Background: an optimization exercise with open tools, aiming at a short achievable clock period and few clock cycles. Do not read the settings as production practice.
At most, simulation tests tie the RTL to the original design; equivalence was not proved.
Only the layout flow was run in run 1; the RTL was not checked for function there.
Power is estimated from default activity; no workload was simulated.

### constraint.sdc
create_clock -name core_clock -period 5.0 [get_ports {clk}]
set_input_delay 1.0000 -clock core_clock [delete_from_list [all_inputs] [get_ports {clk}]]
set_output_delay 1.0000 -clock core_clock [all_outputs]
set_load 0.01 [all_outputs]
### config.mk
export PLATFORM = sky130hd
export DESIGN_NAME = minicomp_core
export DESIGN_NICKNAME = minicomp_core
export VERILOG_FILES = /design/flow/design.v
export SDC_FILE = /design/flow/constraint.sdc
export NUM_CORES = 4
export LEC_CHECK = 0
export ABC_CLOCK_PERIOD_IN_PS = 1000
export CAP_MARGIN = 20
export CORE_MARGIN = 2
export CORE_UTILIZATION = 40
export PLACE_DENSITY = 0.6
export SETUP_SLACK_MARGIN = 3.5
export SLEW_MARGIN = 20
### run.sh
#!/bin/bash
# synth_recipe.tcl (not shown) runs the flow's synth.tcl, then flattens the netlist and writes it again
# the make line also repeats each setting of config.mk as NAME=value (left out here)
make -C /OpenROAD-flow-scripts/flow DESIGN_CONFIG=/design/flow/config.mk WORK_HOME=/design/flow/orfs CLKGATE_MAP_FILE= SYNTH_SCRIPT=/design/flow/synth_recipe.tcl finish
### design.v
module minicomp_core (
    input  wire       clk,
    input  wire       rst,           
    output wire [7:0] mem_addr,
    input  wire [7:0] mem_rdata,
    output wire       mem_we,
    output wire [7:0] mem_wdata,
    output wire [7:0] io_port,       
    output wire       io_rd,         
    input  wire [7:0] io_rdata,
    input  wire       io_present,    
    output wire       io_wr,         
    output wire [7:0] io_wdata
);
    reg [7:0] x0, x1, x2, x3;
    reg [7:0] addr_q, ir, ipc, nb, ioaddr, wdata_q;
    reg       m_fetch, m_normal, m_memop, m_jimm;
    reg       we_q, rd_q, wr_q;
    reg [3:0] sa, sb;                
    reg e_add, e_shl, e_shr, e_not, e_and, e_or, e_xor, e_alu, e_aluw;
    reg e_clf, e_data, e_ind, e_ina, e_outa, e_jmp, e_jmpr, e_jxxx, e_mem, e_st, e_outd;
    reg mo_ld, mo_st;                
    reg       cy, f_al, f_eq, zen;
    reg [7:0] fres;
    wire [7:0] b = mem_rdata;
    wire [7:0] xa = ({8{sa[0]}} & x0) | ({8{sa[1]}} & x1) | ({8{sa[2]}} & x2) | ({8{sa[3]}} & x3);
    wire [7:0] xb = ({8{sb[0]}} & x0) | ({8{sb[1]}} & x1) | ({8{sb[2]}} & x2) | ({8{sb[3]}} & x3);
    wire [7:0] g0 = xa & xb;
    wire [7:0] p0 = xa ^ xb;
    reg  [8:0] gg, pp;
    reg  [8:0] gn, pn;
    integer k, d;
    always @(*) begin
        gg = {g0, cy};
        pp = {p0, 1'b0};
        for (d = 1; d < 9; d = d * 2) begin
            gn = gg;
            pn = pp;
            for (k = d; k < 9; k = k + 1) begin
                gn[k] = gg[k] | (pp[k] & gg[k - d]);
                pn[k] = pp[k] & pp[k - d];
            end
            gg = gn;
            pp = pn;
        end
    end
    wire [7:0] sum  = p0 ^ gg[7:0];
    wire       sum8 = gg[8];
    wire [7:0] c = ({8{e_add}} & sum)
                 | ({8{e_shl}} & {xa[6:0], cy})
                 | ({8{e_shr}} & {cy, xa[7:1]})
                 | ({8{e_not}} & ~xa)
                 | ({8{e_and}} & g0)
                 | ({8{e_or}}  & (xa | xb))
                 | ({8{e_xor}} & p0);
    wire cout = (e_add & sum8) | (e_shl & xa[7]) | (e_shr & xa[0]);
    wire f_z   = zen & (fres == 8'd0);
    wire taken = |(ir[3:0] & {cy, f_al, f_eq, f_z});
    wire [7:0] a1 = addr_q + 8'd1;
    wire [7:0] a2 = addr_q + 8'd2;
    wire [7:0] i1 = ipc + 8'd1;
    wire [7:0] i2 = ipc + 8'd2;
    wire b_j  = b[7:4] == 4'd5;
    wire nb_j = nb[7:4] == 4'd5;
    wire e_seq  = e_alu | e_clf | e_ind | e_ina | e_outa;
    wire n_seq  = m_normal & (e_seq | (e_jxxx & ~taken));
    wire st_hit = mo_st & (addr_q == ipc);
    wire       load_b  = m_fetch | n_seq;
    wire       load_nb = m_memop & ~st_hit;
    wire       load    = load_b | load_nb;
    wire [7:0] ir_nx   = load_b ? b : nb;
    wire       w_oth = (m_normal & (e_data | e_ina | (e_ind & io_present))) | (m_memop & mo_ld);
    wire [7:0] od    = e_ind ? io_rdata : e_ina ? ioaddr : b;
    wire [7:0] xd    = e_aluw ? c : od;
    wire [3:0] xw    = sb & {4{e_aluw | w_oth}};
    always @(posedge clk) begin
        if (rst) begin
            x0 <= 8'd0; x1 <= 8'd0; x2 <= 8'd0; x3 <= 8'd0;
            addr_q <= 8'd0;
            ir <= 8'd0;
            ipc <= 8'd0;
            nb <= 8'd0;
            ioaddr <= 8'd0;
            wdata_q <= 8'd0;
            m_fetch <= 1'b1; m_normal <= 1'b0; m_memop <= 1'b0; m_jimm <= 1'b0;
            we_q <= 1'b0; rd_q <= 1'b0; wr_q <= 1'b0;
            sa <= 4'd0; sb <= 4'd0;
            e_add <= 1'b0; e_shl <= 1'b0; e_shr <= 1'b0; e_not <= 1'b0; e_and <= 1'b0;
            e_or <= 1'b0; e_xor <= 1'b0; e_alu <= 1'b0; e_aluw <= 1'b0;
            e_clf <= 1'b0; e_data <= 1'b0; e_ind <= 1'b0; e_ina <= 1'b0; e_outa <= 1'b0;
            e_jmp <= 1'b0; e_jmpr <= 1'b0; e_jxxx <= 1'b0; e_mem <= 1'b0; e_st <= 1'b0;
            e_outd <= 1'b0;
            mo_ld <= 1'b0; mo_st <= 1'b0;
            cy <= 1'b0; f_al <= 1'b0; f_eq <= 1'b0; zen <= 1'b0; fres <= 8'd0;
        end else begin
            if (xw[0]) x0 <= xd;
            if (xw[1]) x1 <= xd;
            if (xw[2]) x2 <= xd;
            if (xw[3]) x3 <= xd;
            if (e_alu) begin
                cy <= cout; f_al <= xa > xb; f_eq <= xa == xb; fres <= c; zen <= e_aluw;
            end
            if (e_clf) begin
                cy <= 1'b0; f_al <= 1'b0; f_eq <= 1'b0; zen <= 1'b0;
            end
            if (e_outa) ioaddr <= xb;
            if (load) begin
                ir <= ir_nx;
                sa <= 4'b0001 << ir_nx[3:2];
                sb <= 4'b0001 << ir_nx[1:0];
            end
            if (load_b) ipc <= a1;
            else if (load_nb) ipc <= i1;
            e_alu  <= load & ir_nx[7];
            e_aluw <= load & ir_nx[7] & (ir_nx[6:4] != 3'd7);
            e_add  <= load & (ir_nx[7:4] == 4'd8);
            e_shl  <= load & (ir_nx[7:4] == 4'd9);
            e_shr  <= load & (ir_nx[7:4] == 4'd10);
            e_not  <= load & (ir_nx[7:4] == 4'd11);
            e_and  <= load & (ir_nx[7:4] == 4'd12);
            e_or   <= load & (ir_nx[7:4] == 4'd13);
            e_xor  <= load & (ir_nx[7:4] == 4'd14);
            e_mem  <= load & ((ir_nx[7:5] == 3'd0) | (ir_nx[7:2] == 6'b011110));
            e_st   <= load & (ir_nx[7:4] == 4'd1);
            e_outd <= load & (ir_nx[7:2] == 6'b011110);
            e_data <= load & (ir_nx[7:4] == 4'd2);
            e_jmpr <= load & (ir_nx[7:4] == 4'd3);
            e_jmp  <= load & (ir_nx[7:4] == 4'd4);
            e_jxxx <= load & (ir_nx[7:4] == 4'd5);
            e_clf  <= load & (ir_nx[7:4] == 4'd6);
            e_ind  <= load & (ir_nx[7:2] == 6'b011100);
            e_ina  <= load & (ir_nx[7:2] == 6'b011101);
            e_outa <= load & (ir_nx[7:2] == 6'b011111);
            rd_q   <= load & (ir_nx[7:2] == 6'b011100);
            we_q <= 1'b0;
            wr_q <= 1'b0;
            m_fetch  <= 1'b0;
            m_normal <= load;
            m_memop  <= 1'b0;
            m_jimm   <= 1'b0;
            if (m_fetch) begin
                addr_q <= b_j ? a2 : a1;
            end
            if (m_normal) begin
                if (n_seq) begin
                    addr_q <= b_j ? a2 : a1;
                end else if (e_mem) begin
                    nb <= b;
                    wdata_q <= xb;
                    addr_q <= xa;
                    we_q <= e_st;
                    wr_q <= e_outd;
                    mo_ld <= ~e_st & ~e_outd;
                    mo_st <= e_st;
                    m_memop <= 1'b1;
                end else if (e_jxxx) begin           
                    addr_q <= ipc;
                    m_jimm <= 1'b1;
                end else if (e_data) begin
                    addr_q <= a1;
                    m_fetch <= 1'b1;
                end else if (e_jmp) begin
                    addr_q <= b;
                    m_fetch <= 1'b1;
                end else begin                       
                    addr_q <= xb;
                    m_fetch <= 1'b1;
                end
            end
            if (m_memop) begin
                mo_ld <= 1'b0;
                mo_st <= 1'b0;
                if (st_hit) begin                    
                    addr_q <= ipc;
                    m_fetch <= 1'b1;
                end else begin
                    addr_q <= nb_j ? i2 : i1;
                end
            end
            if (m_jimm) begin
                addr_q <= b;
                m_fetch <= 1'b1;
            end
        end
    end
    assign mem_addr  = addr_q;
    assign mem_we    = we_q;
    assign mem_wdata = wdata_q;
    assign io_port   = ioaddr;
    assign io_rd     = rd_q;
    assign io_wr     = wr_q;
    assign io_wdata  = wdata_q;
endmodule
==> metrics.cfg, run 1 <==
[synthesis]
synthesis.area_per_instance_um2 = 8.05
synth-edff-count = 0
synth_ff_type = sky130_fd_sc_hd__dfxtp_1
synth_sequential_area_ratio = 0.324
synthArstFlopShare = 0
post_synth_num_cell_types = 77
yosys_warnings = 1
yosysTopAreaCellShare = 0.324
synth_nets = 992
synth_area_leader_cell = sky130_fd_sc_hd__dfxtp_1
synth_top_cells_by_area = sky130_fd_sc_hd__dfxtp_1 (32%), sky130_fd_sc_hd__nor2_1 (5.2%), sky130_fd_sc_hd__ha_1 (4.6%)
synthCells = 944
synth_seq_cells = 123
netlist_area_mm2 = 0.00760

[flow_run]
drv.max_cap_violation_count = 0

[sta]
final_hold_viol_count = 0
finalCritPeriodShare = 0.529
rsz0062_at_grt = true
fin_hold_ws_ns = 0.466
setup_tns_final_ns = 0
max-slew-margin-rel = 0.349
post-route-min-period_ns = 2.65
slew_viols_final = 0
highest_clock_frequency_the_design_can_meet_ghz = 0.378
skew_ns = 0.0141
worst_max_slew_pin_slew_ns = 0.969
final-setup-viol-count = 0

[route]
via_count = 8651
wire_per_inst_um = 23.9
route.antenna.remaining_nets = 0
detail_route.iter0.violations = 937
final_wl_um = 32500
detail_route.first_pass.iterations = 6
drc = 0
routed_via_density = 6.36

[floorplanning]
placeableCoreArea_mm2 = 0.0186
floorplan.rows = 50
i_o_pin_count = 54
dieArea_mm2 = 0.0201
initial_utilization = 0.408
die_y_um = 142
die_w_um = 142

[setup_path]
worst-endpoint-required_ns = 5.36
startpoint_type = flip-flop
worst_setup_ep = x3[7]$_SDFFE_PP0P_
critPathCaptureType = flip-flop
critical_path_peak_fanout = 9
worstRegToRegCells = 11
worst-endpoint-arrival_ns = 3.01
timing.critical_path.from = sb[2]$_SDFFE_PP0P_
regToRegStartpoint = sb[2]$_SDFFE_PP0P_
critical_path.reg2reg.endpoint = x3[7]$_SDFFE_PP0P_
worst-r2r-setup-slack_ns = 2.35
crit_type = reg2reg

[layout]
diodes = 0
most_common_cell_after_layout_fill_and_taps_aside = sky130_fd_sc_hd__buf_4
final_layout_size_suffix_gt1_frac = 0.515
fin_cells = 1360
syn2layout_area_growth_pct = 60.8
layout_common_cells = sky130_fd_sc_hd__buf_4 (109), sky130_fd_sc_hd__buf_6 (88), sky130_fd_sc_hd__nor2_1 (85), sky130_fd_sc_hd__dfxtp_1 (65), sky130_fd_sc_hd__nand2_1 (42)
final_nets = 1161
final_cell_area_mm2 = 0.0122

[grt]
grt_max_degree = 50
antenna_found_initial = 0
grt.overflow.total = 0
grt_pass1_wl_um = 47000
groute.usage.overall = 0.307
first_global_vias = 7832

[clock_tree]
htree_num_levels = 4
cts.root.buffer_cell = sky130_fd_sc_hd__clkbuf_16
clkSlewWorstSetupHoldPaths_ns = 0.06
numCtsBuffers = 17
cts_max_path_buffers = 2
clk-insertion-delay-late_ns = 0.44
cts_tree = done
cts.sinks = 123

[placed_design]
globalplace.congestion = 0.904
hpwl_dp_um = 19500
placed_area_mm2 = 0.00855
numPortBuffers = 53
placed_cells = 1153

[power]
pwr_density_cell_mw_per_mm2 = 257
worst_ir_drop_vdd_v = 0.000279
power.static_leakage_nw = 4.56

[worst_hold_path]
worstHoldPathType = reg2reg

[run_status]
run_status = no timing/DRC/antenna violations

[cell families (layout without fill, tap and decap cells)]
group | Yosys count | after routing | synth area share
XOR/XNOR | 31 | 31 | 0.0357
AO/OA/AOI/OAI | 299 | 300 | 0.275
AND/OR/NAND/NOR | 303 | 306 | 0.195
adder cells (fa/ha/maj) | 29 | 29 | 0.0487
multiplexers | 33 | 33 | 0.0461
flip-flops | 123 | 123 | 0.324
buffers and inverters | 126 | 304 | 0.0753
[power breakdown]
| part | switching [mW] | internal (mW) |
|---|---|---|
| Combinational | 0.346 | 0.319 |
| Sequential | 0.0948 | 1.02 |
| Clock | 0.492 | 0.863 |
[metal layers]
metal / vias up / GRT usage / share of wire
li1: 3806 / - / -
met1: 4149 / 0.432 / 0.42
met2: 597 / 0.462 / 0.44
met3: 99 / 0.0742 / 0.11
met4: 0 / 0.103 / 0.035
met5: - / 0 / 0
[registers in the layout, indices dropped and copies added, names as in the netlist, 4 cells and up]
| name | flops |
|---|---|
| ipc | 8 |
| sa | 4 |
| fres | 8 |
| nb | 8 |
| x1 | 8 |
| x0 | 8 |
| sb | 4 |
| wdata_q | 8 |
| addr_q | 8 |
| x3 | 8 |
| ioaddr | 8 |
| ir | 4 |
| x2 | 8 |
[final cells by class]
cell class	count	area [um2]
clock buffers	19	453
clock inverters	13	190
fillers	1375	6430
inverters	43	166
multi-input cells	699	6230
flip-flops and latches	123	2620
well taps	234	293
repair buffers	229	2270
[per-stage QoR]
| stage | total power [mW] | util | setup WS [ns] |
|---|---|---|---|
| after floorplan | 1.40 | - | 2.46 |
| after global placement | 1.50 | 0.459 | 1.72 |
| after CTS | 3.04 | 0.613 | 2.41 |
| after global routing | 3.21 | 0.655 | 2.26 |
| final | 3.13 | 0.655 | 2.35 |
| after detailed placement | 1.50 | 0.459 | 1.71 |
[worst min-delay path by stage]
stage | startpoint | to | cells after the start
after floorplan | ir[0]$_SDFFE_PP0P_ | ir[0]$_SDFFE_PP0P_ | 1
after global placement | ir[0]$_SDFFE_PP0P_ | ir[0]$_SDFFE_PP0P_ | 1
after CTS | ir[0]$_SDFFE_PP0P_ | ir[0]$_SDFFE_PP0P_ | 1
after detailed placement | ir[0]$_SDFFE_PP0P_ | ir[0]$_SDFFE_PP0P_ | 1
final | ir[0]$_SDFFE_PP0P_ | ir[0]$_SDFFE_PP0P_ | 1
after global routing | ir[0]$_SDFFE_PP0P_ | ir[0]$_SDFFE_PP0P_ | 1
[timing repair]
item	CTS	global route
resized for setup	493	123
cloned	6	0
buffers inserted	133	36
setup endpoints to repair	158	158
pin swaps	92	77
hold buffers	0	0
[synthesized netlist by cell type (26+ instances only)]
cell	n
sky130_fd_sc_hd__dfxtp_1	123
sky130_fd_sc_hd__nor2_1	105
sky130_fd_sc_hd__nand2_1	59
sky130_fd_sc_hd__a21oi_1	56
sky130_fd_sc_hd__clkbuf_1	49
sky130_fd_sc_hd__o21ai_0	47
sky130_fd_sc_hd__a211oi_1	46
sky130_fd_sc_hd__inv_1	42
sky130_fd_sc_hd__a22oi_1	34
sky130_fd_sc_hd__nand3_1	32
sky130_fd_sc_hd__ha_1	28
sky130_fd_sc_hd__mux2i_1	26
[critical path: stages (launching register included)]
cell and delay [ns]:
sky130_fd_sc_hd__dfxtp_4 0.38, sky130_fd_sc_hd__buf_6 0.13, sky130_fd_sc_hd__a22oi_1 0.18, sky130_fd_sc_hd__and2_4 0.20, sky130_fd_sc_hd__inv_1 0.07, sky130_fd_sc_hd__ha_4 0.32
sky130_fd_sc_hd__nor2_1 0.06, sky130_fd_sc_hd__o21a_1 0.24, sky130_fd_sc_hd__or4b_4 0.55, sky130_fd_sc_hd__o211ai_1 0.15, sky130_fd_sc_hd__a21oi_2 0.15, sky130_fd_sc_hd__o21ai_1 0.16
==> inputs of run 2 (changes only) <==
--- a/design.v
+++ b/design.v
@@ -18,3 +18,4 @@
     reg       we_q, rd_q, wr_q;
-    reg [3:0] sa, sb;                
+    reg [3:0] sb;                    
+    reg [7:0] xa, xb;                
     reg e_add, e_shl, e_shr, e_not, e_and, e_or, e_xor, e_alu, e_aluw;
@@ -25,4 +26,2 @@
     wire [7:0] b = mem_rdata;
-    wire [7:0] xa = ({8{sa[0]}} & x0) | ({8{sa[1]}} & x1) | ({8{sa[2]}} & x2) | ({8{sa[3]}} & x3);
-    wire [7:0] xb = ({8{sb[0]}} & x0) | ({8{sb[1]}} & x1) | ({8{sb[2]}} & x2) | ({8{sb[3]}} & x3);
     wire [7:0] g0 = xa & xb;
@@ -70,3 +69,3 @@
     wire       load    = load_b | load_nb;
-    wire [7:0] ir_nx   = load_b ? b : nb;
+    wire [7:0] ir_nx   = m_memop ? nb : b;
     wire       w_oth = (m_normal & (e_data | e_ina | (e_ind & io_present))) | (m_memop & mo_ld);
@@ -75,2 +74,8 @@
     wire [3:0] xw    = sb & {4{e_aluw | w_oth}};
+    wire [3:0] na = 4'b0001 << ir_nx[3:2];
+    wire [3:0] nbs = 4'b0001 << ir_nx[1:0];
+    wire [7:0] xsa = ({8{na[0]}} & x0) | ({8{na[1]}} & x1) | ({8{na[2]}} & x2) | ({8{na[3]}} & x3);
+    wire [7:0] xsb = ({8{nbs[0]}} & x0) | ({8{nbs[1]}} & x1) | ({8{nbs[2]}} & x2) | ({8{nbs[3]}} & x3);
+    wire       fwa = |(xw & na);
+    wire       fwb = |(xw & nbs);
     always @(posedge clk) begin
@@ -86,3 +91,3 @@
             we_q <= 1'b0; rd_q <= 1'b0; wr_q <= 1'b0;
-            sa <= 4'd0; sb <= 4'd0;
+            sb <= 4'd0; xa <= 8'd0; xb <= 8'd0;
             e_add <= 1'b0; e_shl <= 1'b0; e_shr <= 1'b0; e_not <= 1'b0; e_and <= 1'b0;
@@ -108,5 +113,6 @@
                 ir <= ir_nx;
-                sa <= 4'b0001 << ir_nx[3:2];
-                sb <= 4'b0001 << ir_nx[1:0];
+                sb <= nbs;
             end
+            xa <= fwa ? xd : xsa;
+            xb <= fwb ? xd : xsb;
             if (load_b) ipc <= a1;
--- a/config.mk
+++ b/config.mk
@@ -7,3 +7,3 @@
 export LEC_CHECK = 0
-export ABC_CLOCK_PERIOD_IN_PS = 1000
+export ABC_CLOCK_PERIOD_IN_PS = 1500
 export CAP_MARGIN = 20
@@ -12,3 +12,3 @@
 export PLACE_DENSITY = 0.6
-export SETUP_SLACK_MARGIN = 3.5
+export SETUP_SLACK_MARGIN = 3.0
 export SLEW_MARGIN = 20
==> run 2 against run 1 <==
Sequential share of layout area up 4.0 points. Final area fell by 8.7%. Hold slack got worse by 0.0012 ns. Fmax is 14% higher. Total power shrank 0.59%. Critical path depth shrank 3. Via count decreased by 6.4%. Register-to-register slack better by 0.32 ns. Synthesized area is 4.0% higher. Clock power shrank 3%.
==> metrics.cfg, run 2 <==
[sta]
worst_max_slew_pin_slew_ns = 0.872
setup_tns_final_ns = 0
skew_ns = 0.00915
slew_viols_final = 0
final_hold_viol_count = 0
final-setup-viol-count = 0
finalCritPeriodShare = 0.466
highest_clock_frequency_the_design_can_meet_ghz = 0.430
post-route-min-period_ns = 2.33
max-slew-margin-rel = 0.418
rsz0062_at_grt = true

[floorplanning]
i_o_pin_count = 54
floorplan.rows = 51
die_y_um = 145
die_w_um = 145
dieArea_mm2 = 0.0209
initial_utilization = 0.407
placeableCoreArea_mm2 = 0.0194

[route]
drc = 0
dr_wl_met2_um = 13700
final_wl_um = 29000
route.antenna.remaining_nets = 0
routedLengthMet1_um = 11600
routed_via_density = 5.94
via_count = 8094
wire_per_inst_um = 21.3
dr.max_layer_used = met4
detail_route.first_pass.iterations = 9
met3_wire_length_um = 2400
detail_route.iter0.violations = 811

[placed_design]
placed_area_mm2 = 0.00873
globalplace.congestion = 0.893
numPortBuffers = 53
hpwl_dp_um = 17700

[synthesis]
synthesis.area_per_instance_um2 = 8.06
synth_compound_gate_area_share = 0.223
synth_simple_gate_area_share = 0.193
synth_sequential_area_ratio = 0.342
synth-edff-count = 0
main_combinational_cell_family_by_area_after_synthesis = compound AO/OA/AOI/OAI gates
synthArstFlopShare = 0
post_synth_fa_ha_maj_area_fraction = 0.0469
synth_top_cells_by_area = sky130_fd_sc_hd__dfxtp_1 (34%), sky130_fd_sc_hd__mux2i_1 (7.1%), sky130_fd_sc_hd__a21oi_1 (5.4%)
synth_area_leader_cell = sky130_fd_sc_hd__dfxtp_1
synthXorXnorAreaFrac = 0.0377
synthMuxAreaShare = 0.0923
yosys_warnings = 1
netlist_area_mm2 = 0.00790
synth.cells.most_frequent = sky130_fd_sc_hd__dfxtp_1 (135), sky130_fd_sc_hd__nor2_1 (111), sky130_fd_sc_hd__nand2_1 (94), sky130_fd_sc_hd__a21oi_1 (86), sky130_fd_sc_hd__mux2i_1 (56)
synthCells = 981
post_synth_num_cell_types = 72
synth_nets = 1029
yosysTopAreaCellShare = 0.342
synthMostInstantiatedCell = sky130_fd_sc_hd__dfxtp_1
synth_seq_cells = 135
synth_ff_type = sky130_fd_sc_hd__dfxtp_1

[layout]
syn2layout_area_growth_pct = 41.0
final_cell_area_mm2 = 0.0111
final_nets = 1132
final_layout_size_suffix_gt1_frac = 0.391
most_common_cell_after_layout_fill_and_taps_aside = sky130_fd_sc_hd__nor2_1
layout_common_cells = sky130_fd_sc_hd__nor2_1 (90), sky130_fd_sc_hd__dfxtp_1 (85), sky130_fd_sc_hd__nand2_1 (84), sky130_fd_sc_hd__buf_4 (74), sky130_fd_sc_hd__a21oi_1 (48)
diodes = 0

[run_status]
run_status = no timing/DRC/antenna violations

[clock_tree]
cts_tree = done
clk-insertion-delay-late_ns = 0.43
cts_hold_repair.buffers = 0
cts_max_path_buffers = 2
cts.sinks = 135
cts.root.buffer_cell = sky130_fd_sc_hd__clkbuf_16
numCtsBuffers = 17
htree_num_levels = 4
clkSlewWorstSetupHoldPaths_ns = 0.06

[grt]
first_global_vias = 7604
grt.overflow.total = 0
antenna_found_initial = 0
groute.usage.overall = 0.277
grt_pass1_wl_um = 43300
grt_max_degree = 64

[setup_path]
worstRegToRegCells = 8
critPathCaptureType = flip-flop
crit_type = reg2reg
cpPeakStageDelay_ns = 0.41
worst-path-buf-inv = 0
path_depth = 8
critical_path_peak_fanout = 6
crit_chain = fa_2, a21o_1, a21oi_4, o211ai_1, and3_1, o31ai_4, o21ai_4, o31ai_1
worst-endpoint-required_ns = 5.33
worst-endpoint-arrival_ns = 2.66
startpoint_type = flip-flop
critPathSlowestCell = sky130_fd_sc_hd__fa_2
path_delay_family = compound AO/OA/AOI/OAI gates

[power]
worst_ir_drop_vdd_v = 0.000238
pwr_density_cell_mw_per_mm2 = 280
power.static_leakage_nw = 4.14

[flow_run]
drv.max_cap_violation_count = 0

[worst_hold_path]
hold-path-cell-count = 2
worstHoldPathType = reg2reg

[run 2: cell count changes in the layout (fill, tap and decap cells not counted), moves of 12 or more]
cell                       previous run  this run
sky130_fd_sc_hd__buf_2                2        34
sky130_fd_sc_hd__nand2_1             42        84
sky130_fd_sc_hd__a211oi_2            33        11
sky130_fd_sc_hd__a21oi_1             32        48
sky130_fd_sc_hd__mux2i_1             23        46
sky130_fd_sc_hd__buf_6               88        27
sky130_fd_sc_hd__a21oi_2             18        35
sky130_fd_sc_hd__a22oi_2             12         0
sky130_fd_sc_hd__dfxtp_1             65        85
sky130_fd_sc_hd__xnor2_1              9        23
sky130_fd_sc_hd__a211oi_1            12        28
sky130_fd_sc_hd__buf_4              109        74
[run 2: what timing repair did]
item / in CTS / in global routing
pin swaps: 63 / 41
setup buffers: 88 / 9
setup endpoints to repair: 157 / 132
cloned: 7 / 1
gates resized for setup: 376 / 87
[run 2: path summary, 6_finish.rpt]
path	startpoint	endpoint	slack (ns)
hold / removal	sb[0]$_SDFFE_PP0P_	sb[0]$_SDFFE_PP0P_	0.47
hold reg to reg	sb[0]$_SDFFE_PP0P_	sb[0]$_SDFFE_PP0P_	0.47
setup reg to reg	xa[0]$_SDFF_PP0_	xb[7]$_SDFF_PP0_	2.67
setup / recovery	xa[0]$_SDFF_PP0_	xb[7]$_SDFF_PP0_	2.67
[run 2: logic make-up after synthesis]
group,after synthesis
AND/OR/NAND/NOR,327
AO/OA/AOI/OAI,267
flip-flops,135
buffers and inverters,121
multiplexers,68
XOR/XNOR,34
adder cells (fa/ha/maj),29
[run 2: per-stage QoR]
stage	utilization	std cells	worst slack (ns)	hold slack [ns]	power [mW]
final	0.575	1362	2.67	0.465	3.12
after detailed placement	0.450	1225	1.23	0.460	1.61
after floorplan	-	981	2.61	0.427	1.49
after CTS	0.558	1352	2.74	0.474	3.07
after global placement	0.450	1225	1.28	0.455	1.62
after global routing	0.575	1362	2.61	0.498	3.22
[run 2: final cells by class]
class / count / area, um2
inverters: 38 / 148
repair buffers: 160 / 1390
multi-input cells: 732 / 5840
clock buffers: 19 / 443
fillers: 1694 / 8250
clock inverters: 13 / 170
well taps: 265 / 332
flip-flops and latches: 135 / 2830
[run 2: power by group]
group,switching (mW),internal [mW],leakage (nW)
clock network,0.516,0.804,0.291
logic,0.330,0.280,2.72
registers,0.0733,1.11,1.13
[run 2: tightest hold or removal path: stages (launching register included)]
cell and delay, ns:
sky130_fd_sc_hd__dfxtp_1 0.31, sky130_fd_sc_hd__nand2_1 0.07, sky130_fd_sc_hd__a21oi_2 0.05
[run 2: metal layers]
| layer | global-route usage | vias up |
|---|---|---|
| li1 | - | 3713 |
| met2 | 0.455 | 412 |
| met3 | 0.0546 | 89 |
| met1 | 0.351 | 3880 |
| met4 | 0.124 | 0 |
| met5 | 0 | - |
Testbench counts of run 2, summed over its fixed seeds: cycles 99,460.
==> inputs of run 3 (changes only) <==
--- a/config.mk
+++ b/config.mk
@@ -7,3 +7,3 @@
 export LEC_CHECK = 0
-export ABC_CLOCK_PERIOD_IN_PS = 1500
+export ABC_CLOCK_PERIOD_IN_PS = 1000
 export CAP_MARGIN = 20
@@ -12,3 +12,3 @@
 export PLACE_DENSITY = 0.6
-export SETUP_SLACK_MARGIN = 3.0
+export SETUP_SLACK_MARGIN = 3.5
 export SLEW_MARGIN = 20
==> run 3 against run 2 <==
Total power up 1.1%. Critical path depth up 1. Cell count up 2.7%.
==> metrics.cfg, run 3 <==
[power]
p_int_mw = 2.20
power_switching_share = 0.301
p_seq_frac = 0.376
power.share.combinational = 0.211
worst_ir_drop_vdd_v = 0.000262
p_sw_uw = 948
power.static_leakage_nw = 4.41
clock_power_share = 0.413
pwr_density_cell_mw_per_mm2 = 267

[sta]
finalCritPeriodShare = 0.454
worst_max_slew_pin_slew_ns = 0.657
post-route-min-period_ns = 2.27
rsz0062_at_grt = true
skew_ns = 0.00880
timing.final.ws_setup_ns = 2.73
highest_clock_frequency_the_design_can_meet_ghz = 0.441
setup_tns_final_ns = 0
max-slew-margin-rel = 0.553
final-setup-viol-count = 0
final_hold_viol_count = 0
slew_viols_final = 0

[layout]
syn2layout_area_growth_pct = 49.4
most_common_cell_after_layout_fill_and_taps_aside = sky130_fd_sc_hd__buf_4
diodes = 0
layout_common_cells = sky130_fd_sc_hd__buf_4 (94), sky130_fd_sc_hd__nand2_1 (87), sky130_fd_sc_hd__nor2_1 (84), sky130_fd_sc_hd__dfxtp_1 (82), sky130_fd_sc_hd__buf_6 (68)
final_layout_size_suffix_gt1_frac = 0.432
final_nets = 1169
fin_cells = 1399

[route]
routed_via_density = 5.92
via_count = 8284
wire_per_inst_um = 21.3
drc = 0
detail_route.first_pass.iterations = 7
detail_route.iter0.violations = 852
final_wl_um = 29700
route.antenna.remaining_nets = 0

[clock_tree]
cts_hold_repair.buffers = 0
clk-insertion-delay-late_ns = 0.43
cts_tree = done
numCtsBuffers = 17
clkSlewWorstSetupHoldPaths_ns = 0.06
htree_num_levels = 4
cts_max_path_buffers = 2
cts.root.buffer_cell = sky130_fd_sc_hd__clkbuf_16
cts.sinks = 135

[floorplanning]
floorplan.rows = 51
initial_utilization = 0.407
i_o_pin_count = 54
placeableCoreArea_mm2 = 0.0194
die_y_um = 145
dieArea_mm2 = 0.0209
die_w_um = 145

[synthesis]
post_synth_num_cell_types = 72
synth_sequential_area_ratio = 0.342
synthArstFlopShare = 0
synthesis.area_per_instance_um2 = 8.06
yosys_warnings = 1
synth_nets = 1029
synth_seq_cells = 135
synth_area_leader_cell = sky130_fd_sc_hd__dfxtp_1
synth-edff-count = 0
synth_top_cells_by_area = sky130_fd_sc_hd__dfxtp_1 (34%), sky130_fd_sc_hd__mux2i_1 (7.1%), sky130_fd_sc_hd__a21oi_1 (5.4%)
synthCells = 981
netlist_area_mm2 = 0.00790
synth_ff_type = sky130_fd_sc_hd__dfxtp_1
synthMostInstantiatedCell = sky130_fd_sc_hd__dfxtp_1
synth.cells.most_frequent = sky130_fd_sc_hd__dfxtp_1 (135), sky130_fd_sc_hd__nor2_1 (111), sky130_fd_sc_hd__nand2_1 (94), sky130_fd_sc_hd__a21oi_1 (86), sky130_fd_sc_hd__mux2i_1 (56)
yosysTopAreaCellShare = 0.342

[grt]
grt_max_degree = 64
grt_pass1_wl_um = 43800
groute.layer.met3.usage = 0.0437
antenna_found_initial = 0
groute.layer.met1.usage = 0.366
top_usage_layer = met2
met2_usage_in_global_routing = 0.446
groute.usage.overall = 0.279
grt.overflow.total = 0
first_global_vias = 7685

[setup_path]
critPathCaptureType = flip-flop
critical_path_peak_fanout = 6
worst-endpoint-arrival_ns = 2.57
timing.critical_path.from = xa[0]$_SDFF_PP0_
worst-endpoint-required_ns = 5.31
regToRegStartpoint = xa[0]$_SDFF_PP0_
crit_type = reg2reg
worstRegToRegCells = 9
startpoint_type = flip-flop

[worst_hold_path]
worstHoldPathType = reg2reg
hold-path-cell-count = 2
timing.hold.worst.start = fres[5]$_SDFFE_PP0P_

[placed_design]
hpwl_dp_um = 17800
numPortBuffers = 53
globalplace.congestion = 0.895
placement.setup.worst_slack_ns = 1.14
placed_cells = 1225

[flow_run]
drv.max_cap_violation_count = 0

[run_status]
run_status = no timing/DRC/antenna violations

run 3: layer usage:
layer,vias to the layer above,part of all wire
li1,3796,-
met1,3970,0.41
met2,421,0.46
met3,97,0.078
met4,0,0.052
met5,-,0
run 3: area by class of cell:
cell class	count	area (um2)
Clock buffer	20	457
Clock inverter	12	140
Fill cell	1615	7590
Inverter	38	164
Multi-Input combinational cell	731	5870
Sequential cell	135	2850
Tap cell	265	332
Timing Repair Buffer	197	1990
Timing Repair inverter	1	7.51
run 3: per-stage QoR:
step	instance area [um2]	hold slack, ns	utilization	power (mW)
finish	11800	0.470	0.609	3.15
global route	11800	0.490	0.609	3.25
CTS	11300	0.465	0.582	3.08
detailed placement	8880	0.450	0.458	1.63
global placement	8880	0.443	0.458	1.63
floorplan	8650	0.426	-	1.51
run 3: worst max-delay path, stage by stage (launching register included):
cell,delay (ns)
sky130_fd_sc_hd__dfxtp_4,0.37
sky130_fd_sc_hd__fa_2,0.39
sky130_fd_sc_hd__a21o_1,0.19
sky130_fd_sc_hd__a21oi_4,0.21
sky130_fd_sc_hd__nor4_2,0.07
sky130_fd_sc_hd__nor3_2,0.21
sky130_fd_sc_hd__nand4_1,0.15
sky130_fd_sc_hd__buf_6,0.16
sky130_fd_sc_hd__o21ai_4,0.27
sky130_fd_sc_hd__a21oi_1,0.11
run 3: worst paths after layout:
kind,endpoint,slack [ns]
worst max-delay path,x3[5]$_SDFFE_PP0P_,2.73
worst min-delay path,fres[5]$_SDFFE_PP0P_,0.47
worst max register to register,x3[5]$_SDFFE_PP0P_,2.73
worst min register to register,fres[5]$_SDFFE_PP0P_,0.47
run 3: kinds of logic (layout without fill, tap and decap cells):
kind of cell	count (synthesis)	in the layout	share of synthesized area
flops	135	135	0.342
compound gates	267	267	0.223
buf+inv	121	268	0.0652
mux	68	70	0.0923
fa+ha+maj	29	29	0.0469
simple gates	327	331	0.193
xor+xnor	34	34	0.0377
run 3: timing repair:
item                                    4_1_cts  5_1_grt
gates cloned                                  6        3
endpoints found under the setup margin      165      165
resized for setup                           431       82
pin swaps                                    74       39
buffers inserted                            116       17
run 3: power groups by stage:
stage                     sequential [mW]  combinational (mW)  clock [mW]
final                                1.19               0.663        1.30
after global routing                 1.19               0.705        1.36
after CTS                            1.18               0.596        1.31
after detailed placement             1.22               0.402           0
after global placement               1.23               0.400           0
after floorplan                      1.18               0.328           0
==> inputs of run 4 (changes only) <==
--- a/design.v
+++ b/design.v
@@ -14,3 +14,4 @@
 );
-    reg [7:0] x0, x1, x2, x3;
+    reg [7:0] x0, x1, x2, x3;        
+    reg [3:0] xv;                    
     reg [7:0] addr_q, ir, ipc, nb, ioaddr, wdata_q;
@@ -27,3 +28,3 @@
     wire [7:0] g0 = xa & xb;
-    wire [7:0] p0 = xa ^ xb;
+    wire [7:0] t0 = xa | xb;
     reg  [8:0] gg, pp;
@@ -33,3 +34,3 @@
         gg = {g0, cy};
-        pp = {p0, 1'b0};
+        pp = {t0, 1'b0};
         for (d = 1; d < 9; d = d * 2) begin
@@ -45,4 +46,23 @@
     end
-    wire [7:0] sum  = p0 ^ gg[7:0];
+    wire [7:0] sum  = (xa ^ gg[7:0]) ^ xb;
     wire       sum8 = gg[8];
+    wire [7:0] hg = xa & ~xb;
+    wire [7:0] ht = xa | ~xb;
+    reg  [7:0] cg, cp, cgn, cpn;
+    always @(*) begin
+        cg = hg;
+        cp = ht;
+        for (d = 1; d < 8; d = d * 2) begin
+            cgn = cg;
+            cpn = cp;
+            for (k = d; k < 8; k = k + 1) begin
+                cgn[k] = cg[k] | (cp[k] & cg[k - d]);
+                cpn[k] = cp[k] & cp[k - d];
+            end
+            cg = cgn;
+            cp = cpn;
+        end
+    end
+    wire a_gt_b = cg[7];
+    wire a_eq_b = &(ht & (~xa | xb));
     wire [7:0] c = ({8{e_add}} & sum)
@@ -53,3 +73,3 @@
                  | ({8{e_or}}  & (xa | xb))
-                 | ({8{e_xor}} & p0);
+                 | ({8{e_xor}} & xa & ~xb) | ({8{e_xor}} & ~xa & xb);
     wire cout = (e_add & sum8) | (e_shl & xa[7]) | (e_shr & xa[0]);
@@ -76,4 +96,8 @@
     wire [3:0] nbs = 4'b0001 << ir_nx[1:0];
-    wire [7:0] xsa = ({8{na[0]}} & x0) | ({8{na[1]}} & x1) | ({8{na[2]}} & x2) | ({8{na[3]}} & x3);
-    wire [7:0] xsb = ({8{nbs[0]}} & x0) | ({8{nbs[1]}} & x1) | ({8{nbs[2]}} & x2) | ({8{nbs[3]}} & x3);
+    wire [7:0] r0 = x0 & {8{xv[0]}};
+    wire [7:0] r1 = x1 & {8{xv[1]}};
+    wire [7:0] r2 = x2 & {8{xv[2]}};
+    wire [7:0] r3 = x3 & {8{xv[3]}};
+    wire [7:0] xsa = ({8{na[0]}} & r0) | ({8{na[1]}} & r1) | ({8{na[2]}} & r2) | ({8{na[3]}} & r3);
+    wire [7:0] xsb = ({8{nbs[0]}} & r0) | ({8{nbs[1]}} & r1) | ({8{nbs[2]}} & r2) | ({8{nbs[3]}} & r3);
     wire       fwa = |(xw & na);
@@ -82,12 +106,7 @@
         if (rst) begin
-            x0 <= 8'd0; x1 <= 8'd0; x2 <= 8'd0; x3 <= 8'd0;
+            xv <= 4'd0;
             addr_q <= 8'd0;
-            ir <= 8'd0;
-            ipc <= 8'd0;
-            nb <= 8'd0;
             ioaddr <= 8'd0;
-            wdata_q <= 8'd0;
             m_fetch <= 1'b1; m_normal <= 1'b0; m_memop <= 1'b0; m_jimm <= 1'b0;
             we_q <= 1'b0; rd_q <= 1'b0; wr_q <= 1'b0;
-            sb <= 4'd0; xa <= 8'd0; xb <= 8'd0;
             e_add <= 1'b0; e_shl <= 1'b0; e_shr <= 1'b0; e_not <= 1'b0; e_and <= 1'b0;
@@ -98,10 +117,7 @@
             mo_ld <= 1'b0; mo_st <= 1'b0;
-            cy <= 1'b0; f_al <= 1'b0; f_eq <= 1'b0; zen <= 1'b0; fres <= 8'd0;
+            cy <= 1'b0; f_al <= 1'b0; f_eq <= 1'b0; zen <= 1'b0;
         end else begin
-            if (xw[0]) x0 <= xd;
-            if (xw[1]) x1 <= xd;
-            if (xw[2]) x2 <= xd;
-            if (xw[3]) x3 <= xd;
+            xv <= xv | xw;
             if (e_alu) begin
-                cy <= cout; f_al <= xa > xb; f_eq <= xa == xb; fres <= c; zen <= e_aluw;
+                cy <= cout; f_al <= a_gt_b; f_eq <= a_eq_b; zen <= e_aluw;
             end
@@ -111,10 +127,2 @@
             if (e_outa) ioaddr <= xb;
-            if (load) begin
-                ir <= ir_nx;
-                sb <= nbs;
-            end
-            xa <= fwa ? xd : xsa;
-            xb <= fwb ? xd : xsb;
-            if (load_b) ipc <= a1;
-            else if (load_nb) ipc <= i1;
             e_alu  <= load & ir_nx[7];
@@ -153,4 +161,2 @@
                 end else if (e_mem) begin
-                    nb <= b;
-                    wdata_q <= xb;
                     addr_q <= xa;
@@ -191,2 +197,21 @@
     end
+    always @(posedge clk) begin
+        if (xw[0]) x0 <= xd;
+        if (xw[1]) x1 <= xd;
+        if (xw[2]) x2 <= xd;
+        if (xw[3]) x3 <= xd;
+        if (e_alu) fres <= c;
+        if (load) begin
+            ir <= ir_nx;
+            sb <= nbs;
+        end
+        xa <= fwa ? xd : xsa;
+        xb <= fwb ? xd : xsb;
+        if (load_b) ipc <= a1;
+        else if (load_nb) ipc <= i1;
+        if (e_mem) begin
+            nb <= b;
+            wdata_q <= xb;
+        end
+    end
     assign mem_addr  = addr_q;
==> run 4 against run 3 <==
Combinational power is 2% higher. Global-route usage decreased by 1.7 points. Critical path depth shrank 2. Flip-flop and latch count up 4. Sequential share of layout area is 8.0 points higher. Routed wire length fell by 5.0%. Die area up 2.9%. First-iteration DRC count down 2.9%. Fmax grew 3.4%. Non-clock buffer count shrank 36. Total power increased by 5.4%. Final area is 4.8% lower.
==> metrics.cfg, run 4 <==
[run_status]
run_status = no timing/DRC/antenna violations

[sta]
highest_clock_frequency_the_design_can_meet_ghz = 0.456
rsz0062_at_grt = true
worst_max_slew_pin_slew_ns = 0.731
max-slew-margin-rel = 0.512
finalCritPeriodShare = 0.439
skew_ns = 0.0117
post-route-min-period_ns = 2.19
final-setup-viol-count = 0
final_hold_viol_count = 0
slew_viols_final = 0
setup_tns_final_ns = 0

[layout]
final_nets = 1031
syn2layout_area_growth_pct = 38.1
fillerInstances = 1691
fin_cells = 1259
layout_common_cells = sky130_fd_sc_hd__buf_4 (87), sky130_fd_sc_hd__nor2_1 (74), sky130_fd_sc_hd__edfxtp_1 (72), sky130_fd_sc_hd__nand2_1 (64), sky130_fd_sc_hd__mux2i_1 (44)
diodes = 0
multiInputGateArea_mm2 = 0.00497
final_cell_area_mm2 = 0.0112
final_layout_size_suffix_gt1_frac = 0.410
most_common_cell_after_layout_fill_and_taps_aside = sky130_fd_sc_hd__buf_4
area.sequential_mm2 = 0.00362
fraction_of_the_core_area_covered_by_cells_at_the_end_of_the_flow = 0.559

[floorplanning]
dieArea_mm2 = 0.0215
i_o_pin_count = 54
initial_utilization = 0.405
die_w_um = 147
floorplan.rows = 52
placeableCoreArea_mm2 = 0.0201
die_y_um = 147

[grt]
grt_max_degree = 27
antenna_found_initial = 0
grt.overflow.total = 0
grt_pass1_wl_um = 42800
groute.usage.overall = 0.261
first_global_vias = 7117

[setup_path]
startpoint_type = flip-flop
critPathCaptureType = flip-flop
critical_path_peak_fanout = 4
worst-endpoint-arrival_ns = 2.32
worst-endpoint-required_ns = 5.13
crit_type = reg2reg
worst-r2r-setup-slack_ns = 2.81

[clock_tree]
numCtsBuffers = 17
cts_hold_repair.buffers = 0
cts_max_path_buffers = 2
clk-insertion-delay-late_ns = 0.43
cts_tree = done
htree_num_levels = 4
cts.sinks = 139
cts.root.buffer_cell = sky130_fd_sc_hd__clkbuf_16
clkSlewWorstSetupHoldPaths_ns = 0.07

[synthesis]
synthMostInstantiatedCell = sky130_fd_sc_hd__nor2_1
netlist_area_mm2 = 0.00814
synth_sequential_area_ratio = 0.430
synthArstFlopShare = 0
yosys_warnings = 1
synth_top_cells_by_area = sky130_fd_sc_hd__edfxtp_1 (27%), sky130_fd_sc_hd__dfxtp_1 (16%), sky130_fd_sc_hd__mux2i_1 (6.8%)
synth_nets = 904
synth-edff-count = 72
yosysTopAreaCellShare = 0.266
synthCells = 849
synthesis.area_per_instance_um2 = 9.59
synth_area_leader_cell = sky130_fd_sc_hd__edfxtp_1
synth_seq_cells = 139
synth.cells.most_frequent = sky130_fd_sc_hd__nor2_1 (83), sky130_fd_sc_hd__edfxtp_1 (72), sky130_fd_sc_hd__nand2_1 (68), sky130_fd_sc_hd__dfxtp_1 (67), sky130_fd_sc_hd__mux2i_1 (55)
synth_ff_type = sky130_fd_sc_hd__edfxtp_1
post_synth_num_cell_types = 77

[route]
routed_via_density = 5.83
via_count = 7334
detail_route.first_pass.iterations = 7
drc = 0
final_wl_um = 28300
wire_per_inst_um = 22.4
route.antenna.remaining_nets = 0
detail_route.iter0.violations = 827

[placed_design]
placed_cells = 1119
numPortBuffers = 53
globalplace.congestion = 0.909
hpwl_dp_um = 18200
placed_area_mm2 = 0.00916

[power]
worst_ir_drop_vdd_v = 0.000313
power.static_leakage_nw = 4.28
pwr_density_cell_mw_per_mm2 = 295

[worst_hold_path]
worstHoldPathType = reg2reg

[flow_run]
drv.max_cap_violation_count = 0

## run 4: cell types whose count changed after synthesis, sizes merged, moves of 28 or more
cell and delta:
nor2 -28, clkbuf -28, edfxtp +72, a211oi -31
a21oi -48, dfxtp -68
## run 4: where the power goes
part | internal (mW) | switching, mW | leakage (nW)
Combinational | 0.310 | 0.369 | 2.73
Sequential | 1.27 | 0.0850 | 1.25
Clock | 0.682 | 0.607 | 0.300
## run 4: critical path, cell delays in order (launching register included)
cell                       delay [ns]
sky130_fd_sc_hd__dfxtp_4         0.37
sky130_fd_sc_hd__fa_2            0.40
sky130_fd_sc_hd__nor2b_4         0.14
sky130_fd_sc_hd__o211ai_1        0.22
sky130_fd_sc_hd__nand3_1         0.16
sky130_fd_sc_hd__mux2i_2         0.20
sky130_fd_sc_hd__o21ai_2         0.24
sky130_fd_sc_hd__o21ai_2         0.16
## run 4: worst paths after layout
kind | start | endpoint | depth (start not counted)
min reg2reg | e_outd$_SDFF_PP0_ | wr_q$_SDFF_PP0_ | 1
max | cy$_SDFFE_PP0P_ | x2[7]$_DFFE_PP_ | 7
max reg2reg | cy$_SDFFE_PP0P_ | x2[7]$_DFFE_PP_ | 7
min | e_outd$_SDFF_PP0_ | wr_q$_SDFF_PP0_ | 1
## run 4: cell families after synthesis
family          Yosys count  synth area share
buf+inv                 113            0.0624
simple gates            270             0.164
compound gates          188             0.163
fa+ha+maj                36            0.0563
mux                      64            0.0815
xor+xnor                 39            0.0420
flops                   139             0.430
## run 4: per-stage QoR
step	power [mW]	hold WS (ns)	setup WS, ns
2_1_floorplan	1.71	0.451	2.66
3_3_place_gp	1.85	0.482	1.91
3_5_place_dp	1.85	0.487	1.86
4_1_cts	3.27	0.491	2.85
5_1_grt	3.43	0.530	2.75
6_report	3.32	0.507	2.81
## run 4: final cells by class
class / instances / share of cell area
multi-input combinational: 601 / 0.442
sequential: 139 / 0.322
timing repair buffer: 161 / 0.128
clock buffer: 17 / 0.0378
tap: 270 / 0.0301
inverter: 54 / 0.0213
clock inverter: 15 / 0.0173
timing repair inverter: 2 / 0.00200
## run 4: routing by layer
metal / GRT usage / share of wire / wire (um)
met1: 0.350 / 0.42 / 11900
met2: 0.424 / 0.47 / 13300
met3: 0.0497 / 0.077 / 2180
met4: 0.0903 / 0.028 / 803
met5: 0 / 0 / 0
## run 4: what timing repair did
action,in CTS,in global routing
setup endpoints to repair,213,193
pin swaps,41,25
resized for setup,344,49
setup buffers,85,17
gates cloned,4,2
Testbench counts of run 4, summed over its fixed seeds: cycles 99,460.
==> inputs of run 5 (changes only) <==
--- a/design.v
+++ b/design.v
@@ -14,4 +14,3 @@
 );
-    reg [7:0] x0, x1, x2, x3;        
-    reg [3:0] xv;                    
+    reg [7:0] x0, x1, x2, x3;
     reg [7:0] addr_q, ir, ipc, nb, ioaddr, wdata_q;
@@ -90,4 +89,4 @@
     wire [7:0] ir_nx   = m_memop ? nb : b;
-    wire       w_oth = (m_normal & (e_data | e_ina | (e_ind & io_present))) | (m_memop & mo_ld);
-    wire [7:0] od    = e_ind ? io_rdata : e_ina ? ioaddr : b;
+    wire       w_oth = e_data | e_ina | e_ind | mo_ld;
+    wire [7:0] od    = e_ind ? (io_present ? io_rdata : xb) : e_ina ? ioaddr : b;
     wire [7:0] xd    = e_aluw ? c : od;
@@ -96,8 +95,4 @@
     wire [3:0] nbs = 4'b0001 << ir_nx[1:0];
-    wire [7:0] r0 = x0 & {8{xv[0]}};
-    wire [7:0] r1 = x1 & {8{xv[1]}};
-    wire [7:0] r2 = x2 & {8{xv[2]}};
-    wire [7:0] r3 = x3 & {8{xv[3]}};
-    wire [7:0] xsa = ({8{na[0]}} & r0) | ({8{na[1]}} & r1) | ({8{na[2]}} & r2) | ({8{na[3]}} & r3);
-    wire [7:0] xsb = ({8{nbs[0]}} & r0) | ({8{nbs[1]}} & r1) | ({8{nbs[2]}} & r2) | ({8{nbs[3]}} & r3);
+    wire [7:0] xsa = ({8{na[0]}} & x0) | ({8{na[1]}} & x1) | ({8{na[2]}} & x2) | ({8{na[3]}} & x3);
+    wire [7:0] xsb = ({8{nbs[0]}} & x0) | ({8{nbs[1]}} & x1) | ({8{nbs[2]}} & x2) | ({8{nbs[3]}} & x3);
     wire       fwa = |(xw & na);
@@ -106,3 +101,3 @@
         if (rst) begin
-            xv <= 4'd0;
+            x0 <= 8'd0; x1 <= 8'd0; x2 <= 8'd0; x3 <= 8'd0;
             addr_q <= 8'd0;
@@ -119,3 +114,6 @@
         end else begin
-            xv <= xv | xw;
+            if (xw[0]) x0 <= xd;
+            if (xw[1]) x1 <= xd;
+            if (xw[2]) x2 <= xd;
+            if (xw[3]) x3 <= xd;
             if (e_alu) begin
@@ -198,6 +196,2 @@
     always @(posedge clk) begin
-        if (xw[0]) x0 <= xd;
-        if (xw[1]) x1 <= xd;
-        if (xw[2]) x2 <= xd;
-        if (xw[3]) x3 <= xd;
         if (e_alu) fres <= c;
--- a/config.mk
+++ b/config.mk
@@ -10,4 +10,4 @@
 export CORE_MARGIN = 2
-export CORE_UTILIZATION = 40
-export PLACE_DENSITY = 0.6
+export CORE_UTILIZATION = 55
+export PLACE_DENSITY = 0.75
 export SETUP_SLACK_MARGIN = 3.5
==> run 5 against run 4 <==
Register-to-register slack got worse by 0.33 ns. Total power increased by 18%. Sequential share of layout area decreased by 6.3 points. Flip-flop and latch count decreased by 4. Combinational power increased by 87%. Non-clock buffer count increased by 76. Global-route usage increased by 12 points. Cell count increased by 8.0%. Synthesized area increased by 2.3%. Count of clock-buffer cells in the layout increased by 8. Hold slack improved by 0.022 ns. Fmax decreased by 13%. Critical endpoint is now addr_q[3]$_SDFFE_PP0P_. Largest cell class unchanged.
==> metrics.cfg, run 5 <==
[layout]
syn2layout_area_growth_pct = 50.4
diodes = 0
most_common_cell_after_layout_fill_and_taps_aside = sky130_fd_sc_hd__buf_4
final_layout_size_suffix_gt1_frac = 0.447
final_nets = 1218
layout_common_cells = sky130_fd_sc_hd__buf_4 (130), sky130_fd_sc_hd__nand2_1 (109), sky130_fd_sc_hd__nor2_1 (77), sky130_fd_sc_hd__buf_6 (55), sky130_fd_sc_hd__dfxtp_1 (51)

[floorplanning]
placeableCoreArea_mm2 = 0.0146
die_w_um = 127
initial_utilization = 0.568
die_y_um = 127
dieArea_mm2 = 0.0161
i_o_pin_count = 54
floorplan.rows = 44

[sta]
rsz0062_at_grt = true
slew_viols_final = 0
max-slew-margin-rel = 0.493
finalCritPeriodShare = 0.504
highest_clock_frequency_the_design_can_meet_ghz = 0.397
final-setup-viol-count = 0
post-route-min-period_ns = 2.52
final_hold_viol_count = 0
setup_tns_final_ns = 0
skew_ns = 0.0149
worst_max_slew_pin_slew_ns = 0.758

[synthesis]
synthCells = 971
synthArstFlopShare = 0
synth_sequential_area_ratio = 0.373
synth_area_leader_cell = sky130_fd_sc_hd__dfxtp_1
synth.cells.most_frequent = sky130_fd_sc_hd__nand2_1 (118), sky130_fd_sc_hd__nor2_1 (102), sky130_fd_sc_hd__dfxtp_1 (95), sky130_fd_sc_hd__a211oi_1 (51), sky130_fd_sc_hd__clkbuf_1 (46)
post_synth_num_cell_types = 80
yosysTopAreaCellShare = 0.228
synthMostInstantiatedCell = sky130_fd_sc_hd__nand2_1
synth_ff_type = sky130_fd_sc_hd__dfxtp_1
synth_seq_cells = 135
synth_nets = 1026
yosys_warnings = 1
synth_top_cells_by_area = sky130_fd_sc_hd__dfxtp_1 (23%), sky130_fd_sc_hd__edfxtp_1 (14%), sky130_fd_sc_hd__nand2_1 (5.3%)
synth-edff-count = 40
netlist_area_mm2 = 0.00832
synthesis.area_per_instance_um2 = 8.57

[setup_path]
cpPeakStageDelay_ns = 0.40
critical_path.most_common_cell = sky130_fd_sc_hd__buf_4
critical_path_peak_fanout = 8
worst-endpoint-required_ns = 5.38
worst-endpoint-arrival_ns = 2.90
startpoint_type = flip-flop
crit_chain = buf_12, nor4b_2, nand4b_1, buf_4, a21boi_4, buf_4, o21ai_0, o211ai_1, a32o_1
worst-r2r-setup-slack_ns = 2.48
critPathCaptureType = flip-flop
worst-path-buf-inv = 3
path_delay_family = compound AO/OA/AOI/OAI gates
crit_type = reg2reg
critPathSlowestCell = sky130_fd_sc_hd__nor4b_2

[route]
route.antenna.remaining_nets = 0
final_wl_um = 39200
drc = 0
detail_route.iter0.violations = 2284
wire_per_inst_um = 28.8
via_count = 10100
routed_via_density = 7.39
detail_route.first_pass.iterations = 11

[placed_design]
hpwl_dp_um = 17800
globalplace.congestion = 0.943
numPortBuffers = 53

[grt]
groute.usage.overall = 0.379
first_global_vias = 8268
grt_pass1_wl_um = 46900
grt_max_degree = 47
antenna_found_initial = 1
grt.overflow.total = 0

[clock_tree]
cts.sinks = 135
clkSlewWorstSetupHoldPaths_ns = 0.07
htree_num_levels = 4
numCtsBuffers = 17
cts.root.buffer_cell = sky130_fd_sc_hd__clkbuf_16
cts_tree = done
clk-insertion-delay-late_ns = 0.44
cts_hold_repair.buffers = 0
cts_max_path_buffers = 2

[power]
power_mw = 3.93
power.static_leakage_nw = 4.83
pwr_density_cell_mw_per_mm2 = 314
worst_ir_drop_vdd_v = 0.000282

[worst_hold_path]
worstHoldPathType = reg2reg

[flow_run]
drv.max_cap_violation_count = 0

[run_status]
run_status = no timing/DRC/antenna violations

## run 5: changes by cell type after synthesis, moves of 12 or more
| cell | delta |
|---|---|
| sky130_fd_sc_hd__dfxtp_1 | +28 |
| sky130_fd_sc_hd__nand2_1 | +50 |
| sky130_fd_sc_hd__buf_2 | -13 |
| sky130_fd_sc_hd__o211ai_1 | +12 |
| sky130_fd_sc_hd__a211oi_1 | +42 |
| sky130_fd_sc_hd__edfxtp_1 | -32 |
| sky130_fd_sc_hd__nand3_1 | +21 |
| sky130_fd_sc_hd__clkbuf_1 | +21 |
| sky130_fd_sc_hd__a311oi_1 | -19 |
| sky130_fd_sc_hd__inv_1 | -16 |
| sky130_fd_sc_hd__o21ai_0 | +15 |
| sky130_fd_sc_hd__nor2_1 | +19 |
| sky130_fd_sc_hd__o22ai_1 | -18 |
| sky130_fd_sc_hd__mux2i_1 | -15 |
## run 5: what timing repair did
action,CTS,global route
setup buffers,114,59
gates cloned,6,3
hold endpoints to repair,0,0
setup endpoints to repair,163,161
pin swaps,63,50
gates resized for setup,381,124
## run 5: worst paths after layout
check / from / end / cells after the start
setup reg to reg: rd_q$_SDFF_PP0_ / addr_q[3]$_SDFFE_PP0P_ / 9
hold / removal: mo_ld$_SDFFE_PP0P_ / mo_ld$_SDFFE_PP0P_ / 2
hold reg to reg: mo_ld$_SDFFE_PP0P_ / mo_ld$_SDFFE_PP0P_ / 2
setup / recovery: rd_q$_SDFF_PP0_ / addr_q[3]$_SDFFE_PP0P_ / 9
## run 5: layer usage
layer,GRT usage,routed length [um],vias up
met2,0.574,16200,1116
met3,0.0984,5790,416
li1,-,-,3895
met4,0.200,3510,2
met5,0,45,-
met1,0.501,13600,4626
## run 5: final cells by class
type                       instances  area [um2]
timing repair buffer             237        2220
inverter                          36         171
multi-input combinational        734        6050
sequential                       135        3250
clock buffer                      25         508
fill                             608        2130
clock inverter                     7        80.1
tap                              184         230
timing repair inverter             2        15.0
## run 5: logic make-up (layout without fill, tap and decap cells)
kind of cell | count (synthesis) | in the layout | share of synthesized area
adder cells (fa/ha/maj) | 36 | 36 | 0.0550
XOR/XNOR | 34 | 34 | 0.0358
AO/OA/AOI/OAI | 237 | 238 | 0.200
multiplexers | 51 | 51 | 0.0660
buffers and inverters | 106 | 307 | 0.0598
flip-flops | 135 | 135 | 0.373
AND/OR/NAND/NOR | 372 | 375 | 0.211
## run 5: report_power, final
| group | total, mW | internal (mW) | switching, mW |
|---|---|---|---|
| clock network | 1.30 | 0.765 | 0.537 |
| registers | 1.36 | 1.22 | 0.139 |
| logic | 1.27 | 0.570 | 0.696 |
| total | 3.93 | 2.56 | 1.37 |
## run 5: tightest hold or removal path, stage by stage, from the launching register on
cell,delay (ns)
sky130_fd_sc_hd__dfxtp_1,0.33
sky130_fd_sc_hd__nand2_1,0.09
sky130_fd_sc_hd__a211oi_2,0.06
## run 5: per-stage QoR
stage / hold slack, ns / cell area (um2) / setup WS (ns) / instances / utilization
6_report: 0.529 / 12500 / 2.48 / 1360 / 0.855
5_1_grt: 0.546 / 12500 / 2.54 / 1360 / 0.855
4_1_cts: 0.492 / 11500 / 2.83 / 1298 / 0.785
3_5_place_dp: 0.481 / 9300 / 1.38 / 1146 / 0.635
3_3_place_gp: 0.467 / 9300 / 1.55 / 1146 / 0.635
2_1_floorplan: 0.440 / 9000 / 2.68 / 971 / -
Testbench counts of run 5, summed over its fixed seeds: cycles 99,460.
==> inputs of run 6 (changes only) <==
--- a/config.mk
+++ b/config.mk
@@ -10,4 +10,4 @@
 export CORE_MARGIN = 2
-export CORE_UTILIZATION = 55
-export PLACE_DENSITY = 0.75
+export CORE_UTILIZATION = 30
+export PLACE_DENSITY = 0.5
 export SETUP_SLACK_MARGIN = 3.5
==> run 6 against run 5 <==
Die area up 80%. Routed wire length down 19%. Flip-flop and latch count unchanged. Cell count up 11%. Highest routed layer is now met4. Synthesized area unchanged. Fmax up 16%. Register-to-register slack better by 0.35 ns. Critical path depth down 3. Worst setup slack better by 0.35 ns. Final area down 0.11%. Critical endpoint is now xb[4]$_DFF_P_. Combinational power down 13%.
==> metrics.cfg, run 6 <==
[run_status]
run_status = no timing/DRC/antenna violations

[layout]
syn2layout_area_growth_pct = 50.2
final_cell_area_mm2 = 0.0125
final_layout_size_suffix_gt1_frac = 0.435
layout_common_cells = sky130_fd_sc_hd__nand2_1 (110), sky130_fd_sc_hd__buf_4 (108), sky130_fd_sc_hd__nor2_1 (83), sky130_fd_sc_hd__buf_6 (54), sky130_fd_sc_hd__dfxtp_1 (51)
diodes = 0
final_nets = 1185
most_common_cell_after_layout_fill_and_taps_aside = sky130_fd_sc_hd__nand2_1

[synthesis]
synth_top_cells_by_area = sky130_fd_sc_hd__dfxtp_1 (23%), sky130_fd_sc_hd__edfxtp_1 (14%), sky130_fd_sc_hd__nand2_1 (5.3%)
synth-edff-count = 40
yosys_warnings = 1
synthCells = 971
synth_ff_type = sky130_fd_sc_hd__dfxtp_1
synth_area_leader_cell = sky130_fd_sc_hd__dfxtp_1
synth_nets = 1026
synthArstFlopShare = 0
post_synth_num_cell_types = 80
synth_seq_cells = 135
synth_sequential_area_ratio = 0.373
synthMostInstantiatedCell = sky130_fd_sc_hd__nand2_1
yosysTopAreaCellShare = 0.228
synthesis.area_per_instance_um2 = 8.57
netlist_area_mm2 = 0.00832
synth.cells.most_frequent = sky130_fd_sc_hd__nand2_1 (118), sky130_fd_sc_hd__nor2_1 (102), sky130_fd_sc_hd__dfxtp_1 (95), sky130_fd_sc_hd__a211oi_1 (51), sky130_fd_sc_hd__clkbuf_1 (46)

[sta]
max-slew-margin-rel = 0.503
setup_tns_final_ns = 0
skew_ns = 0.0120
fin_hold_ws_ns = 0.489
final_hold_viol_count = 0
finalCritPeriodShare = 0.434
rsz0062_at_grt = true
worst_max_slew_pin_slew_ns = 0.742
final-setup-viol-count = 0
highest_clock_frequency_the_design_can_meet_ghz = 0.461
timing.final.ws_setup_ns = 2.83
post-route-min-period_ns = 2.17
slew_viols_final = 0

[clock_tree]
cts.sinks = 135
cts_max_path_buffers = 2
numCtsBuffers = 17
cts_tree = done
clkSlewWorstSetupHoldPaths_ns = 0.06
cts_hold_repair.buffers = 0
clk-insertion-delay-late_ns = 0.43
cts.root.buffer_cell = sky130_fd_sc_hd__clkbuf_16
htree_num_levels = 4

[grt]
first_global_vias = 7798
groute.usage.overall = 0.219
grt_pass1_wl_um = 48000
grt.overflow.total = 0
grt_max_degree = 42
antenna_found_initial = 0

[setup_path]
worstRegToRegCells = 6
crit_type = reg2reg
worst-endpoint-required_ns = 5.30
regToRegStartpoint = xb[4]$_DFF_P_
critPathCaptureType = flip-flop
worst-endpoint-arrival_ns = 2.47
startpoint_type = flip-flop
worst-r2r-setup-slack_ns = 2.83
critical_path.reg2reg.endpoint = xb[4]$_DFF_P_
critical_path_peak_fanout = 6

[placed_design]
placed_area_mm2 = 0.00957
globalplace.congestion = 0.851
placement.setup.worst_slack_ns = 1.39
numPortBuffers = 53
hpwl_dp_um = 20400

[power]
worst_ir_drop_vdd_v = 0.000149
pwr_density_cell_mw_per_mm2 = 301
power.static_leakage_nw = 4.66

[floorplanning]
dieArea_mm2 = 0.0291
die_y_um = 171
initial_utilization = 0.307
floorplan.rows = 60
i_o_pin_count = 54
die_w_um = 171
placeableCoreArea_mm2 = 0.0271

[worst_hold_path]
min_to = mo_ld$_SDFFE_PP0P_
worstHoldPathType = reg2reg
timing.hold.worst.start = mo_ld$_SDFFE_PP0P_
hold-path-cell-count = 2

[flow_run]
drv.max_cap_violation_count = 0

[route]
via_count = 8197
detail_route.iter0.violations = 581
drc = 0
route.antenna.remaining_nets = 0
detail_route.first_pass.iterations = 5
routed_via_density = 5.41
wire_per_inst_um = 21.0
final_wl_um = 31900

## run 6: cell counts after synthesis
Identical to the previous run, type by type.
## run 6: worst max-delay path, stage by stage (launching register included)
cell	delay (ns)
sky130_fd_sc_hd__dfxtp_4	0.37
sky130_fd_sc_hd__ha_4	0.16
sky130_fd_sc_hd__a222oi_1	0.28
sky130_fd_sc_hd__o221ai_1	0.20
sky130_fd_sc_hd__a211o_1	0.27
sky130_fd_sc_hd__o32a_4	0.47
sky130_fd_sc_hd__mux2_4	0.29
## run 6: routing by layer
layer	vias to the layer above	track usage	part of all wire
met2	313	0.348	0.46
met4	0	0.0598	0.018
met5	-	0	0
met3	41	0.0303	0.061
li1	3828	-	-
met1	4015	0.310	0.46
## run 6: stage by stage
step                      std cells  power [mW]   util
final                          1515        3.77  0.461
after detailed placement       1337        2.11  0.353
after CTS                      1494        3.67  0.442
after floorplan                 971        1.89      -
after global placement         1337        2.11  0.353
after global routing           1515        3.91  0.461
## run 6: kinds of logic (layout without fill, tap and decap cells)
family                   Yosys count  in the layout  share of synthesized area
AND/OR/NAND/NOR                  372            373                      0.211
AO/OA/AOI/OAI                    237            237                      0.200
flip-flops                       135            135                      0.373
buffers and inverters            106            277                     0.0598
multiplexers                      51             51                     0.0660
adder cells (fa/ha/maj)           36             36                     0.0550
XOR/XNOR                          34             34                     0.0358
## run 6: report_power, final
group,internal [mW],switching (mW)
Clock,0.807,0.505
Combinational,0.521,0.588
Sequential,1.22,0.129
Total,2.55,1.22
## run 6: worst max path at each step
| stage | startpoint | end | slack, ns | cells past startpoint |
|---|---|---|---|---|
| 2_1_floorplan | mem_rdata[5] | addr_q[6]$_SDFFE_PP0P_ | 2.68 | 7 |
| 3_3_place_gp | mem_rdata[3] | xa[4]$_DFF_P_ | 1.50 | 6 |
| 3_5_place_dp | mem_rdata[3] | xa[4]$_DFF_P_ | 1.39 | 6 |
| 4_1_cts | xb[0]$_DFF_P_ | xb[4]$_DFF_P_ | 2.87 | 8 |
| 5_1_grt | xa[0]$_DFF_P_ | fres[6]$_DFFE_PP_ | 2.80 | 8 |
| 6_report | xb[4]$_DFF_P_ | xb[4]$_DFF_P_ | 2.83 | 6 |
## run 6: layout make-up
cell class	instances	area (um2)
fill	2560	14600
multi-input combinational	731	6000
sequential	135	3250
timing repair buffer	209	2000
clock buffer	24	537
tap	372	465
inverter	36	173
clock inverter	8	78.8
## run 6: timing repair
| action | in CTS | in global routing |
|---|---|---|
| cloned | 3 | 1 |
| buffers inserted | 122 | 20 |
| resized for setup | 416 | 74 |
| setup endpoints to repair | 162 | 159 |
| pin swaps | 69 | 31 |

## what the ideal ports hide
The results above use ideal ports. As a check the final layouts listed here were re-extracted and re-timed, cells and wires unchanged. Step 1, drivers: a clkbuf_16 drives clk and a buf_2 each remaining input, both assumed. Step 2 also shifts input and output timing later by t, the mid clock arrival at the registers, as if the neighbouring blocks saw the same clock. Three values: ideal ports, drivers, drivers and shift; two values: the first two.
| run | shift t [ns] | slack for setup (ns) | hold WS [ns] |
|---|---|---|---|
| run 1 | 0.477 | 2.355 / 2.355 / 2.152 | 0.466 / 0.466 / 0.466 |
| run 2 | 0.471 | 2.672 / 2.672 / 2.295 | 0.465 / 0.465 / 0.465 |
| run 3 | 0.474 | 2.732 / 2.732 / 2.344 | 0.470 / 0.470 / 0.470 |
| run 4 | 0.470 | 2.807 / 2.807 / 2.380 | 0.507 / 0.507 / 0.507 |
| run 5 | 0.478 | 2.481 / 2.481 / 2.297 | 0.529 / 0.529 / 0.529 |
| run 6 | 0.468 | 2.830 / 2.830 / 2.446 | 0.489 / 0.489 / 0.489 |
After both steps setup and hold are still met in every run listed. For run 4, which loses most, drivers alone change the setup slack by 0.000 ns; drivers and shift together by -0.427 ns.
